Background: an optimization exercise with open tools, aiming at small area, a short achievable clock period and few clock cycles per item. Do not read the settings as production practice. Function was checked by simulation only, so behaviour that the tests miss may differ from the original. Power and IR drop assume default switching activity.

## v36
==> flow/design.v <==
module bitwriter_unit (
  input             clk,
  input             rst,
  input             cmd_valid,
  output            cmd_ready,
  input      [7:0]  cmd_op,
  input      [63:0] cmd_arg0,
  input      [31:0] cmd_arg1,
  output            m_valid,
  output     [7:0]  m_data,
  input             m_ready,
  input      [1:0]  m_resp,
  input      [63:0] m_pos,
  input      [63:0] m_len,
  input             m_seekable,
  output reg        m_close,
  output            l_valid,
  output     [7:0]  l_data,
  input             l_ready,
  input      [1:0]  l_resp,
  input      [63:0] l_pos,
  input      [63:0] l_len,
  input             l_seekable,
  output reg        l_close,
  output            rsp_valid,
  output     [3:0]  rsp_status,
  output     [63:0] rsp_res
);
  localparam ST_OK       = 4'd0;
  localparam ST_EOS      = 4'd1;
  localparam ST_INVALID  = 4'd3;
  localparam ST_ILLSTATE = 4'd4;
  localparam ST_IOERR    = 4'd6;
  localparam ST_ILLCMD   = 4'd7;
  localparam ST_NOTSUPP  = 4'd8;
  reg        att_m, att_l;
  reg [7:0]  buf_m, buf_l;
  reg [3:0]  cur_m, cur_l;
  reg        busy;        
  reg        e_l;         
  reg        e_rep;       
  reg        e_x;         
  reg [2:0]  e_m;         
  reg [2:0]  e_r;         
  reg [63:0] e_dat;       
  reg [7:0]  e_head;      
  reg [3:0]  e_cur;       
  reg        e_first;     
  reg        e_flush;     
  reg        e_close;     
  reg        r_valid;
  reg [3:0]  r_status;
  reg        r_l;         
  reg        r_len;       
  wire       e_rdy  = e_l ? l_ready : m_ready;
  wire [1:0] e_resp = e_l ? l_resp  : m_resp;
  wire [27:0] e_q   = e_dat[27:0];
  wire       e_last = e_rep ? (e_x ? (e_q == 28'd0) : (e_q == 28'd1)) : (e_m == 3'd0);
  wire [71:0] e_ext = {8'd0, e_dat};
  wire [15:0] e_win = e_ext[{e_m, 3'b000} +: 16];
  wire [15:0] e_sh  = e_win >> e_r;
  wire [7:0] e_byte = e_rep ? {8{e_dat[28]}} : e_sh[7:0];
  wire [7:0] e_low  = e_flush ? 8'h00 : (8'hFF >> e_cur);
  wire [7:0] x_byte = e_first ? (e_head | (e_byte & e_low)) : e_byte;
  wire e_go   = busy && e_rdy;
  wire e_fail = e_go && (e_resp != 2'd0);
  wire e_done = e_go && (e_resp == 2'd0) && e_last;
  assign m_valid = busy && !e_l;
  assign l_valid = busy && e_l;
  assign m_data  = x_byte;
  assign l_data  = {x_byte[0], x_byte[1], x_byte[2], x_byte[3],
                    x_byte[4], x_byte[5], x_byte[6], x_byte[7]};
  assign cmd_ready = !busy || (e_done && !e_close);
  wire   acc       = cmd_valid && cmd_ready;
  wire        u      = (cmd_op[7:4] == 4'h5);
  wire [3:0]  fn     = cmd_op[3:0];
  wire        op_ok  = ((cmd_op[7:4] == 4'h3) || u) && (fn <= 4'd8);
  wire        att    = u ? att_l : att_m;
  wire [7:0]  wbuf   = u ? buf_l : buf_m;
  wire [3:0]  wcur   = u ? cur_l : cur_m;
  wire        seek   = u ? l_seekable : m_seekable;
  wire        f_open  = (fn == 4'd0);
  wire        f_bit   = (fn == 4'd1);
  wire        f_b32   = (fn == 4'd2);
  wire        f_b64   = (fn == 4'd3);
  wire        f_rep   = (fn == 4'd4);
  wire        f_pos   = (fn == 4'd5) || (fn == 4'd6);
  wire        f_write = f_bit || f_b32 || f_b64 || f_rep;
  wire        f_fl    = (fn == 4'd7) || (fn == 4'd8);
  wire        neg     = cmd_arg1[31];
  wire        bad     = (f_b32 && (neg || (cmd_arg1[30:5] != 26'd0))) ||
                        (f_b64 && (neg || (cmd_arg1[30:6] != 25'd0))) ||
                        (f_rep && neg);
  wire        zero    = !f_bit && (cmd_arg1 == 32'd0);
  wire        rep     = f_bit || f_rep;
  wire        v       = cmd_arg0[0];
  wire [2:0]  nl      = f_bit ? 3'd1 : cmd_arg1[2:0];
  wire [27:0] nh      = f_bit ? 28'd0 : cmd_arg1[30:3];
  wire [3:0]  s       = {1'b0, wcur[2:0]} + {1'b0, nl};
  wire [2:0]  r       = s[2:0];
  wire        k0      = !s[3] && (nh == 28'd0);
  wire        w_go    = op_ok && att && f_write && !bad && !zero && !wcur[3];
  wire        fl_go   = op_ok && att && f_fl;
  wire        emit    = (w_go && !k0) || (fl_go && (wcur != 4'd0));
  wire [7:0]  topr    = ~(8'hFF >> r);
  wire [7:0]  topc    = ~(8'hFF >> wcur[2:0]);
  wire [7:0]  tbits   = rep ? {8{v}} : (cmd_arg0[7:0] << (4'd8 - {1'b0, r}));
  wire [7:0]  nbuf    = k0 ? (wbuf | (tbits & topr & ~topc)) : (tbits & topr);
  reg [3:0] st;
  always @* begin
    if (!op_ok)               st = ST_ILLCMD;
    else if (f_open)          st = ST_OK;
    else if (!att)            st = ST_ILLSTATE;
    else if (f_write) begin
      if (bad)                st = ST_INVALID;
      else if (zero)          st = ST_OK;
      else if (wcur[3])       st = ST_ILLSTATE;
      else                    st = ST_OK;
    end
    else if (f_pos && !seek)  st = ST_NOTSUPP;
    else                      st = ST_OK;
  end
  wire        e_res = e_fail || (e_done && !e_close);
  assign rsp_valid  = r_valid || e_res;
  assign rsp_status = e_res ? (e_fail ? (e_resp[1] ? ST_IOERR : ST_EOS) : ST_OK) : r_status;
  wire [63:0] rp    = r_l ? (r_len ? l_len : l_pos) : (r_len ? m_len : m_pos);
  wire [3:0]  rcur  = r_l ? cur_l : cur_m;
  assign rsp_res    = {rp[60:0] + {60'd0, rcur[3]}, rcur[2:0]};
  always @(posedge clk) begin
    if (rst) begin
      att_m <= 1'b0; buf_m <= 8'd0; cur_m <= 4'd0;
      att_l <= 1'b0; buf_l <= 8'd0; cur_l <= 4'd0;
      busy    <= 1'b0;
      r_valid <= 1'b0;
      m_close <= 1'b0;
      l_close <= 1'b0;
    end else begin
      r_valid <= 1'b0;
      m_close <= 1'b0;
      l_close <= 1'b0;
      if (e_go) begin
        e_first <= 1'b0;
        e_m     <= e_m - 3'd1;
        e_x     <= 1'b0;
        if (e_rep && !e_x) e_dat[27:0] <= e_q - 28'd1;
        if (e_fail || e_last) busy <= 1'b0;
        if (e_fail) begin
          if (e_l) begin att_l <= 1'b1; buf_l <= x_byte; cur_l <= e_flush ? e_cur : 4'd8; end
          else     begin att_m <= 1'b1; buf_m <= x_byte; cur_m <= e_flush ? e_cur : 4'd8; end
        end else if (e_last && e_close) begin
          r_valid  <= 1'b1;
          r_status <= ST_OK;
          if (e_l) l_close <= 1'b1; else m_close <= 1'b1;
        end
      end
      if (acc) begin
        r_valid  <= !emit;
        r_status <= st;
        r_l      <= u;
        r_len    <= fn[1];
        if (emit) begin
          busy    <= 1'b1;
          e_l     <= u;
          e_rep   <= rep && !fl_go;
          e_x     <= s[3];
          e_m     <= fl_go ? 3'd0 : (nh[2:0] - {2'd0, !s[3]});
          e_r     <= r;
          e_dat   <= (rep && !fl_go) ? {cmd_arg0[63:29], v, nh} : cmd_arg0;
          e_head  <= wbuf;
          e_cur   <= wcur;
          e_first <= 1'b1;
          e_flush <= fl_go;
          e_close <= fn[3];
        end
        if (op_ok) begin
          if (f_open) begin
            if (u) begin att_l <= 1'b1; buf_l <= 8'd0; cur_l <= 4'd0; end
            else   begin att_m <= 1'b1; buf_m <= 8'd0; cur_m <= 4'd0; end
          end else if (w_go) begin
            if (u) begin buf_l <= nbuf; cur_l <= {1'b0, r}; end
            else   begin buf_m <= nbuf; cur_m <= {1'b0, r}; end
          end else if (fl_go) begin
            if (u) begin att_l <= 1'b0; buf_l <= 8'd0; cur_l <= 4'd0; end
            else   begin att_m <= 1'b0; buf_m <= 8'd0; cur_m <= 4'd0; end
            if (wcur == 4'd0 && fn[3]) begin
              if (u) l_close <= 1'b1; else m_close <= 1'b1;
            end
          end
        end
      end
    end
  end
endmodule
Settings: LEC_CHECK=0, CAP_MARGIN=20, CORE_MARGIN=2, CORE_UTILIZATION=40, SLEW_MARGIN=20; clock period 5.0 ns.
run.sh (not shown) runs the stock make flow with config.mk's settings and CLKGATE_MAP_FILE= SYNTH_SCRIPT=/design/flow/synth_recipe.tcl, a recipe that flattens the netlist after the stock synthesis.
Testbench counts of v36, summed over its fixed seeds: cycles 7,958, items 4,000.
### v36 -> v39
-- flow/design.v --
<<< v36, line 39
  reg        busy;        
  reg        e_l;         
  reg        e_rep;       
  reg        e_x;         
  reg [2:0]  e_m;         
  reg [2:0]  e_r;         
  reg [63:0] e_dat;       
  reg [7:0]  e_head;      
>>> v39, line 39
  reg        busy;        
  reg        e_l;         
  reg [28:0] e_cnt;       
  reg [63:0] e_dat;       
  reg [7:0]  e_head;      
<<< v36, line 55
  wire       e_rdy  = e_l ? l_ready : m_ready;
  wire [1:0] e_resp = e_l ? l_resp  : m_resp;
  wire [27:0] e_q   = e_dat[27:0];
  wire       e_last = e_rep ? (e_x ? (e_q == 28'd0) : (e_q == 28'd1)) : (e_m == 3'd0);
  wire [71:0] e_ext = {8'd0, e_dat};
  wire [15:0] e_win = e_ext[{e_m, 3'b000} +: 16];
  wire [15:0] e_sh  = e_win >> e_r;
  wire [7:0] e_byte = e_rep ? {8{e_dat[28]}} : e_sh[7:0];
  wire [7:0] e_low  = e_flush ? 8'h00 : (8'hFF >> e_cur);
  wire [7:0] x_byte = e_first ? (e_head | (e_byte & e_low)) : e_byte;
>>> v39, line 52
  wire       e_rdy  = e_l ? l_ready : m_ready;
  wire [1:0] e_resp = e_l ? l_resp  : m_resp;
  wire       e_last = (e_cnt == 29'd1);
  reg [7:0] e_byte;
  always @* begin
    case (e_cnt[2:0])
      3'd1: e_byte = e_dat[7:0];
      3'd2: e_byte = e_dat[15:8];
      3'd3: e_byte = e_dat[23:16];
      3'd4: e_byte = e_dat[31:24];
      3'd5: e_byte = e_dat[39:32];
      3'd6: e_byte = e_dat[47:40];
      3'd7: e_byte = e_dat[55:48];
      default: e_byte = e_dat[63:56];
    endcase
  end
  wire [7:0] e_low  = e_flush ? 8'h00 : (8'hFF >> e_cur);
  wire [7:0] x_byte = e_first ? (e_head | (e_byte & e_low)) : e_byte;
<<< v36, line 100
  wire [2:0]  r       = s[2:0];
  wire        k0      = !s[3] && (nh == 28'd0);
  wire        w_go    = op_ok && att && f_write && !bad && !zero && !wcur[3];
  wire        fl_go   = op_ok && att && f_fl;
>>> v39, line 105
  wire [2:0]  r       = s[2:0];
  wire        k0      = !s[3] && (nh == 28'd0);
  wire [28:0] k       = {1'b0, nh} + {28'd0, s[3]};
  wire        w_go    = op_ok && att && f_write && !bad && !zero && !wcur[3];
  wire        fl_go   = op_ok && att && f_fl;
<<< v36, line 141
      if (e_go) begin
        e_first <= 1'b0;
        e_m     <= e_m - 3'd1;
        e_x     <= 1'b0;
        if (e_rep && !e_x) e_dat[27:0] <= e_q - 28'd1;
        if (e_fail || e_last) busy <= 1'b0;
        if (e_fail) begin
>>> v39, line 147
      if (e_go) begin
        e_first <= 1'b0;
        e_cnt   <= e_cnt - 29'd1;
        if (e_fail || e_last) busy <= 1'b0;
        if (e_fail) begin
<<< v36, line 162
          busy    <= 1'b1;
          e_l     <= u;
          e_rep   <= rep && !fl_go;
          e_x     <= s[3];
          e_m     <= fl_go ? 3'd0 : (nh[2:0] - {2'd0, !s[3]});
          e_r     <= r;
          e_dat   <= (rep && !fl_go) ? {cmd_arg0[63:29], v, nh} : cmd_arg0;
          e_head  <= wbuf;
          e_cur   <= wcur;
>>> v39, line 166
          busy    <= 1'b1;
          e_l     <= u;
          e_cnt   <= fl_go ? 29'd1 : k;
          e_dat   <= rep ? {64{v}} : (cmd_arg0 >> r);
          e_head  <= wbuf;
          e_cur   <= wcur;
### Flow results
Antenna diode count in v39 vs v36: down 1. Delta (v39 minus v36): count of unique library cells instantiated by Yosys has increased, final standard cell area without fillers grew by about 15%, data arrival at the endpoint of the critical path moved up, sequential share of layout area rose 0.69 points, total power after layout went up. Number of nets at the end of the flow in v39 is 12% above v36. Although it ran to completion, v39 produced a layout that fails the final checks because of negative setup slack. Simple logic cell fraction of the synthesized area in v39 is 0.49 points below v36. The worst hold margin in v39 sits 13 ps below the value recorded for v36. Looking at multi-input logic portion of the cell area, v39 sits above v36. Summary of v39 over v36: worst path setup slack after routing now sits lower, peak per-stage delay on the critical path now sits at about the same level, post-detailed-routing wire length now sits higher.
Testbench counts of v39, summed over its fixed seeds: cycles 7,958, items 4,000.


== the baseline ==
Another version of the RTL of bitwriter_unit (not shown whole).
Size: roughly 140 flip-flops, ~460 I/O pins, about 0.012 sq mm of cells after synthesis.
Settings: LEC_CHECK=0, CAP_MARGIN=20, CORE_MARGIN=2, CORE_UTILIZATION=40, SETUP_SLACK_MARGIN=1.5, SLEW_MARGIN=20; clock period 5.0 ns.
standard.sh (not shown) runs the stock make flow with config.mk's settings and CLKGATE_MAP_FILE= SYNTH_SCRIPT=/design/flow/synth_recipe.tcl, a recipe that flattens the netlist after the stock synthesis.
==> flow/flow/run.sh <==
#!/bin/bash
# Standard ORFS layout, with the port buffers made from buf_1 cells instead of the
# default choice; the full make output goes to standard.log.
set -euo pipefail
export BUFFER_PORTS_ARGS="-buffer_cell sky130_fd_sc_hd__buf_1"
bash standard.sh > standard.log 2>&1
The flow did not stop early for the baseline: all stages ran, and the layout cleared the timing, design-rule and antenna checks.
Testbench counts of the baseline, summed over its fixed seeds: cycles 7,958, items 4,000.
Edits applied to the flow inputs when going from the baseline to the candidate:
-- flow/design.v --
<<< the baseline, line 108
  wire [27:0] nh      = f_bit ? 28'd0 : cmd_arg1[30:3];
  wire        nh0     = (nh[27:1] == 27'd0);
  wire [3:0]  s       = {1'b0, wcur[2:0]} + {1'b0, nl};
  wire [2:0]  r       = s[2:0];
  wire        k0      = !s[3] && nh0 && !nh[0];              
>>> the candidate, line 108
  wire [27:0] nh      = f_bit ? 28'd0 : cmd_arg1[30:3];
  wire        nh0     = (nh[27:1] == 27'd0);
  reg  [3:0]  s;
  integer j;
  always @* begin
    s = 4'd0;
    for (j = 0; j < 8; j = j + 1)
      if (nl == j) s = (u ? {1'b0, cur_l[2:0]} : {1'b0, cur_m[2:0]}) + j;
  end
  wire [2:0]  r       = s[2:0];
  wire        k0      = !s[3] && nh0 && !nh[0];              
<<< the baseline, line 118
  wire [7:0]  topr    = ~(8'hFF >> r);
  wire [7:0]  topc    = ~(8'hFF >> wcur[2:0]);
  wire [7:0]  tbits   = rep ? {8{v}} : (cmd_arg0[7:0] << (4'd8 - {1'b0, r}));
  wire [7:0]  nbuf    = k0 ? (wbuf | (tbits & topr & ~topc)) : (tbits & topr);
  reg [3:0] st;
>>> the candidate, line 124
  wire [7:0]  topr    = ~(8'hFF >> r);
  wire [7:0]  topc    = ~(8'hFF >> wcur[2:0]);
  reg  [7:0]  tbits;
  always @* begin
    case (r)
      3'd1: tbits = {cmd_arg0[0],   7'd0};
      3'd2: tbits = {cmd_arg0[1:0], 6'd0};
      3'd3: tbits = {cmd_arg0[2:0], 5'd0};
      3'd4: tbits = {cmd_arg0[3:0], 4'd0};
      3'd5: tbits = {cmd_arg0[4:0], 3'd0};
      3'd6: tbits = {cmd_arg0[5:0], 2'd0};
      3'd7: tbits = {cmd_arg0[6:0], 1'd0};
      default: tbits = 8'd0;
    endcase
    if (rep) tbits = {8{v}};
  end
  wire [7:0]  nbuf    = k0 ? (wbuf | (tbits & topr & ~topc)) : (tbits & topr);
  reg [3:0] st;
<<< the baseline, line 200
        e_rep    <= rep;
        e_x      <= s[3];
        e_m      <= fl_go ? 8'd1 : rep ? 8'b0100_0000 : (8'd1 << (nh[2:0] - {2'd0, !s[3]}));
        e_last   <= fl_go || k1;
        e_r      <= 8'd1 << r;
>>> the candidate, line 219
        e_rep    <= rep;
        e_x      <= s[3];
        e_m      <= fl_go ? 8'd1 : rep ? 8'b0100_0000 :
                    (s[3] ? (8'd1 << nh[2:0]) : ((8'd1 << nh[2:0]) >> 1));
        e_last   <= fl_go || k1;
        e_r      <= 8'd1 << r;
Findings:
In the flow results for the baseline and the candidate, the average wire per cell in the routed design is larger on the baseline.
Re number of antenna violations at the first check in global routing: the candidate is 1 up on the baseline.
fa_2 as the cell with the biggest individual delay on the critical path was reported by the baseline, and edfxtp_1 by the candidate.
Reported for the baseline and the candidate, number of max-cap violations turned out identical to the last digit.
Where worst slack after detailed placement is concerned, the baseline is outperformed by the candidate.
The candidate against the baseline: share of the clock period used by the worst path after layout moved down, post-cts repair resize count moved down, post-synthesis share of cell area spent on xor and xnor gates moved up, total met3 wirelength after detailed routing moved up, area fraction of clock buffers and clock inverters moved down.
Testbench counts of the candidate, summed over its fixed seeds: cycles 7,958, items 4,000.

[separate check: timing with driven ports]
Ports are ideal in the flow. The routed layouts listed here were re-timed in OpenROAD.
Step 1 (the two cells are an assumption about what drives the block):
set clk [get_ports {clk}]
set_driving_cell -lib_cell sky130_fd_sc_hd__clkbuf_16 $clk
set_driving_cell -lib_cell sky130_fd_sc_hd__buf_2 [delete_from_list [all_inputs] $clk]
Step 2 also shifts input and output timing later by t, the mid clock arrival at the registers, as if the neighbouring blocks saw the same clock.
Three values: ideal ports, drivers, drivers and shift; two values: the first two.
run	shift t [ns]	setup slack, ns	hold WS [ns]	slew at the worst register clock pin (ns)
v36	0.460	0.072 / -0.024 / -0.024	0.531 / 0.531 / 0.531	0.06 / 0.06
v39	0.462	-0.061 / -0.091 / -0.246	0.518 / 0.518 / 0.518	0.07 / 0.07
the baseline	0.492	1.232 / 1.234 / 0.742	0.506 / 0.506 / 0.506	0.08 / 0.08
the candidate	0.484	1.427 / 1.377 / 1.033	0.487 / 0.487 / 0.487	0.07 / 0.07
With both steps, setup timing fails in v36, where it was met with ideal ports. For the baseline, which loses most, drivers alone change the setup slack by +0.002 ns; drivers and shift together by -0.490 ns.
